This is an optimization exercise on Yosys and OpenROAD, whose aim is small area, not a production implementation.
RTL that was checked went through simulation tests only; none was proved equivalent to the original.
Power figures rest on the tool's default switching activity, not on a simulated workload.

main:
Design ap2_core, start of the top module:
module ap2_core (
    input  wire        clk,
    input  wire        rst,           
    input  wire        start,         
    input  wire [16:0] image_end,     
    output reg         mem_req,
    output reg         mem_we,
    output wire [15:0] mem_addr,
    output wire [15:0] mem_wdata,
    input  wire [15:0] mem_rdata,
    input  wire        mem_ready,
    output wire        done,          
    output wire [1:0]  stop_reason,   
    output wire [15:0] r0,
    output wire [15:0] r1,
    output wire [15:0] r2,
    output wire [15:0] r3,
    output wire [15:0] r4,
    output wire [15:0] r5,
    output wire [15:0] r6,
    output wire [15:0] r7,
    output wire [15:0] pc_out,
    output wire [15:0] sp_out,
    output wire        flag_c,
    output wire        flag_ov,
    output wire        flag_z,
    output wire        flag_s
);
Size in the first run: about 930 cells after synthesis, ~240 I/O pins.
==> flow/config.mk <==
export PLATFORM = sky130hd
export DESIGN_NAME = ap2_core
export DESIGN_NICKNAME = ap2_core
export VERILOG_FILES = /design/flow/design.v
export SDC_FILE = /design/flow/constraint.sdc
export NUM_CORES = 4
export LEC_CHECK = 0
export ABC_AREA = 1
export CAP_MARGIN = 20
export CORE_MARGIN = 2
export CORE_UTILIZATION = 45
export GPL_TIMING_DRIVEN = 0
export SLEW_MARGIN = 20
==> flow/constraint.sdc <==
create_clock -name core_clock -period 10.0 [get_ports {clk}]
set_input_delay 2.0000 -clock core_clock [delete_from_list [all_inputs] [get_ports {clk}]]
set_output_delay 2.0000 -clock core_clock [all_outputs]
set_load 0.01 [all_outputs]
standard.sh (not shown) runs the stock make flow with config.mk's settings and CLKGATE_MAP_FILE= SYNTH_SCRIPT=/design/flow/synth_recipe.tcl, a recipe that flattens the netlist after the stock synthesis.
==> flow/flow/run.sh <==
#!/bin/bash
# Layout flow: the standard ORFS flow (standard.sh: the standard
# synthesis, floorplan, power grid, taps, placement, CTS and routing), with
# knobs that ORFS reads from the environment:
#  - port buffers use the smallest buffer cell (buffer_ports -buffer_cell)
#    instead of the 10 um2 delay buffer ORFS picks on its own; every input
#    and output port still gets its own buffer;
#  - CTS builds the clock tree from small clock buffers and adds no dummy
#    load cells.
# standard.sh's full output goes to standard_make.log here; each ORFS step
# keeps its own log under orfs/logs/.
set -euo pipefail
export BUFFER_PORTS_ARGS="-buffer_cell sky130_fd_sc_hd__buf_1"
export CTS_ARGS="-sink_clustering_enable -repair_clock_nets -dont_use_dummy_load -buf_list {sky130_fd_sc_hd__clkbuf_8} -sink_clustering_size 24 -sink_clustering_max_diameter 50"
bash standard.sh > standard_make.log 2>&1
Input-level comparison between the feature branch and main:
--- a/flow/design.v
+++ b/flow/design.v
@@ -18,22 +18,35 @@
                   | ({16{yM}}  & md)
                   | ({16{yI8}} & {8'b0, ir[7:0]})
                   | ({16{yIS}} & {8'b0, ir[10:8], ir[4:0]})
                   | ({16{yI9}} & {7'b0, ir[10:2]})
                   | ({16{yNS}} & ~s & (t | {16{yNA}}))
                   | {14'b0, y2, 1'b0};
-    wire [16:0] cy;
+    wire [12:0] cy;
     assign cy[0] = cin;
     genvar i;
     generate
-        for (i = 0; i < 16; i = i + 1) begin : g_bit
+        for (i = 0; i < 12; i = i + 1) begin : g_bit
             assign r[i]    = x[i] ^ y[i] ^ cy[i];
             assign cy[i+1] = (x[i] & y[i]) | (cy[i] & (x[i] ^ y[i]));
         end
     endgenerate
-    assign cout = cy[16];
+    wire [4:0] c0, c1;
+    wire [3:0] s0, s1;
+    assign c0[0] = 1'b0;
+    assign c1[0] = 1'b1;
+    generate
+        for (i = 0; i < 4; i = i + 1) begin : g_hi
+            assign s0[i]   = x[12+i] ^ y[12+i] ^ c0[i];
+            assign c0[i+1] = (x[12+i] & y[12+i]) | (c0[i] & (x[12+i] ^ y[12+i]));
+            assign s1[i]   = x[12+i] ^ y[12+i] ^ c1[i];
+            assign c1[i+1] = (x[12+i] & y[12+i]) | (c1[i] & (x[12+i] ^ y[12+i]));
+        end
+    endgenerate
+    assign r[15:12] = cy[12] ? s1 : s0;
+    assign cout     = cy[12] ? c1[4] : c0[4];
 endmodule
 module ap2_core (
     input  wire        clk,
     input  wire        rst,           
     input  wire        start,         
     input  wire [16:0] image_end,     
@@ -123,13 +136,13 @@
     end
     wire [16:0] bw;
     assign bw[0] = 1'b0;
     genvar gi;
     generate
         for (gi = 0; gi < 16; gi = gi + 1) begin : g_cmp
-            assign bw[gi+1] = (!S[gi] & image_end[gi]) | (!S[gi] & bw[gi]) | (image_end[gi] & bw[gi]);
+            assign bw[gi+1] = (!S[gi] && image_end[gi]) || (!(S[gi] ^ image_end[gi]) && bw[gi]);
         end
     endgenerate
     wire at_end = !image_end[16] && !bw[16];
     wire [3:0] o_inc = (o == 4'd8) ? 4'd0 :
                        {o[3] ^ (o[2] & o[1] & o[0]), o[2] ^ (o[1] & o[0]), o[1] ^ o[0], !o[0]};
     wire [3:0] c_inc = {c[3] ^ (c[2] & c[1] & c[0]), c[2] ^ (c[1] & c[0]), c[1] ^ c[0], !c[0]};
--- outcome ---
The feature branch consumes more power than main does. | hold slack | the feature branch vs main | 0.0064 ns higher |. Summary of the feature branch over main: post-layout instance count excluding filler cells now sits higher, x dimension of the die climbed 0.56%, die span in y rose by 0.56%, register share of the cell area has decreased. Worst vdd rail ir drop ends up lower on main. main was smaller in final cell area than the feature branch. The feature branch: area after synthesis is about 1.2% higher than what main reported. Relative to main, overall via count from detail_route increased by about 0.8% in the feature branch. Compared with main, in the feature branch aggregate global routing overflow closely matched the old numbers; delay of the slowest cell on the worst path now larger; core utilization grew by 0.45 points; weighted congestion reported at the end of routability-driven placement shrank by about 0.32%.
No functional check of the RTL was part of the feature branch.


== before ==
ap2_core, a different RTL version from the one above (not shown whole).
Size: about 950 cells after synthesis, about 210 flip-flops, about 240 I/O pins, roughly 9900 um2 of cells after synthesis.
clock: 10.0 ns
lec_check: 0
abc_area: 1
cap_margin: 20
core_margin: 2
core_utilization: 45
gpl_timing_driven: 0
slew_margin: 20
Scripts as last shown in full above: flow/flow/run.sh
### before -> after
--- a/flow/design.v
+++ b/flow/design.v
@@ -13,45 +13,32 @@
 );
     wire [15:0] x = s & ((t & {16{xa}}) | (~t & {16{xb}}));
     wire [15:0] y = ({16{yT}}  & t)
                   | ({16{yTL}} & {t[14:0], fill_l})
                   | ({16{yTR}} & {fill_r, t[15:1]})
                   | ({16{yM}}  & md)
                   | ({16{yI8}} & {8'b0, ir[7:0]})
                   | ({16{yIS}} & {8'b0, ir[10:8], ir[4:0]})
                   | ({16{yI9}} & {7'b0, ir[10:2]})
                   | ({16{yNS}} & ~s & (t | {16{yNA}}))
                   | {14'b0, y2, 1'b0};
-    wire [12:0] cy;
+    wire [16:0] cy;
     assign cy[0] = cin;
     genvar i;
     generate
-        for (i = 0; i < 12; i = i + 1) begin : g_bit
+        for (i = 0; i < 16; i = i + 1) begin : g_bit
             assign r[i]    = x[i] ^ y[i] ^ cy[i];
             assign cy[i+1] = (x[i] & y[i]) | (cy[i] & (x[i] ^ y[i]));
         end
     endgenerate
-    wire [4:0] c0, c1;
-    wire [3:0] s0, s1;
-    assign c0[0] = 1'b0;
-    assign c1[0] = 1'b1;
-    generate
-        for (i = 0; i < 4; i = i + 1) begin : g_hi
-            assign s0[i]   = x[12+i] ^ y[12+i] ^ c0[i];
-            assign c0[i+1] = (x[12+i] & y[12+i]) | (c0[i] & (x[12+i] ^ y[12+i]));
-            assign s1[i]   = x[12+i] ^ y[12+i] ^ c1[i];
-            assign c1[i+1] = (x[12+i] & y[12+i]) | (c1[i] & (x[12+i] ^ y[12+i]));
-        end
-    endgenerate
-    assign r[15:12] = cy[12] ? s1 : s0;
-    assign cout     = cy[12] ? c1[4] : c0[4];
+    assign cout = cy[16];
 endmodule
 module ap2_core (
     input  wire        clk,
     input  wire        rst,           
     input  wire        start,         
     input  wire [16:0] image_end,     
     output reg         mem_req,
     output reg         mem_we,
     output wire [15:0] mem_addr,
     output wire [15:0] mem_wdata,
     input  wire [15:0] mem_rdata,
@@ -244,25 +231,25 @@
                     yNS = 1'b1;
                     yNA = 1'b1;
                 end
             end
             S_SHIFT: begin
                 xa  = 1'b0;
                 xb  = 1'b0;
                 yTL = left;
                 yTR = !left;
             end
             S_MUL: begin
-                xa  = U[15];
-                xb  = U[15];
-                yTL = !ir[4];
+                xa  = !ir[4] && U[15];
+                xb  = !ir[4] && U[15];
+                yTL = 1'b1;
             end
             S_D: begin                   
                 xa = 1'b0;
                 xb = 1'b0;
                 yT = 1'b1;
             end
             S_P: yI9 = 1'b1;             
             default: ;
         endcase
     end
     always @(*) begin
@@ -377,23 +364,23 @@
                 fov_v  = k_nz && sh_out;
                 if (k_nz || is_rot) begin
                     t_en  = 1'b1;
                     k_dec = 1'b1;
                 end
                 if (!k_nz || is_rot || k == 5'd1)
                     st_n = S_D;
             end
             S_MUL: begin
                 t_en  = 1'b1;
                 k_dec = 1'b1;
-                if (k == 5'd1) begin
+                if (k == 5'd0) begin
                     fov_we = 1'b1;
                     st_n   = S_D;
                 end
             end
             S_D: begin
                 if (is_mov || is_ldr || is_pop || is_alu) begin
                     rot = 1'b1;
                     if (at_d) begin
                         wsel  = 1'b1;
                         fz_we = is_alu;
                         fs_we = is_alu;
@@ -421,27 +408,27 @@
                     o_set  = 1'b1;
                     fl_clr = 1'b1;
                 end
             end
         endcase
     end
     always @(posedge clk) begin
         if (rot)
             ring <= {wsel ? R : S, ring[143:16]};
         if (t_en)
             T <= R;
-        U <= (st == S_MUL) ? {U[14:0], U[15]} : T;
+        U <= {U[14:0], (st == S_MUL && !ir[4]) ? U[15] : T[15]};
         if (ir_ld)
             ir <= mem_rdata;
         else if (k_set)
-            ir[4:0] <= 5'd16;
+            ir[4:0] <= 5'd31;
         else if (k_dec)
             ir[4:0] <= k_dec_v;
         if (o_set)
             o <= 4'd8;
         else if (rot)
             o <= o_inc;
         if (fl_clr)
             c <= 4'd8;
         else if (c_up)
             c <= c_inc;
         else if (c_dn)
--- outcome ---
Compared with before, in after number of distinct library cells after synthesis went up by about 3.6%, simple logic cell fraction of the synthesized area did not really move, sequential cell area share higher.
after ended up with sky130_fd_sc_hd__edfxtp_1 as its highest-delay cell along the critical path; before ended up with sky130_fd_sc_hd__fa_1.
When the final numbers for before and after were put side by side, the highest ir drop seen on vdd turned out to be smaller in before.
Placed wire-length estimate: after vs before down about 3.5%
[compare] base=before new=after: minimum clock period after layout went down, combinational cell fraction of total power went down.

## static timing again, ports no longer ideal
In the flow no input, the clock included, has a driving cell. The finished layouts below were timed again as built, in two steps. Step 1 assumes that a clkbuf_16 drives the clock port and a buf_2 every other input. Step 2 also shifts input and output timing later by t, the mid clock arrival at the registers, as if the neighbouring blocks saw the same clock. Slacks: ideal ports / drivers / drivers and shift; pairs: ideal ports / drivers.
| run | t, ns | setup slack, ns | worst setup path at the end | slew at the worst register clock pin (ns) | worst data-port slew with drivers (ns) |
|---|---|---|---|---|---|
| main | 0.582 | 0.415 / 0.415 / 0.238 | input to register | 0.10 / 0.10 | 0.07 |
| the feature branch | 0.578 | 0.416 / 0.416 / 0.237 | input to register | 0.12 / 0.12 | 0.06 |
| before | 0.583 | 0.323 / 0.323 / -0.003 | input to register | 0.09 / 0.09 | 0.08 |
| after | 0.591 | 0.358 / 0.358 / 0.166 | input to register | 0.12 / 0.12 | 0.10 |
With both steps, setup timing fails in before, where it was met with ideal ports. For before, which loses most, drivers alone change the setup slack by 0.000 ns; drivers and shift together by -0.326 ns.
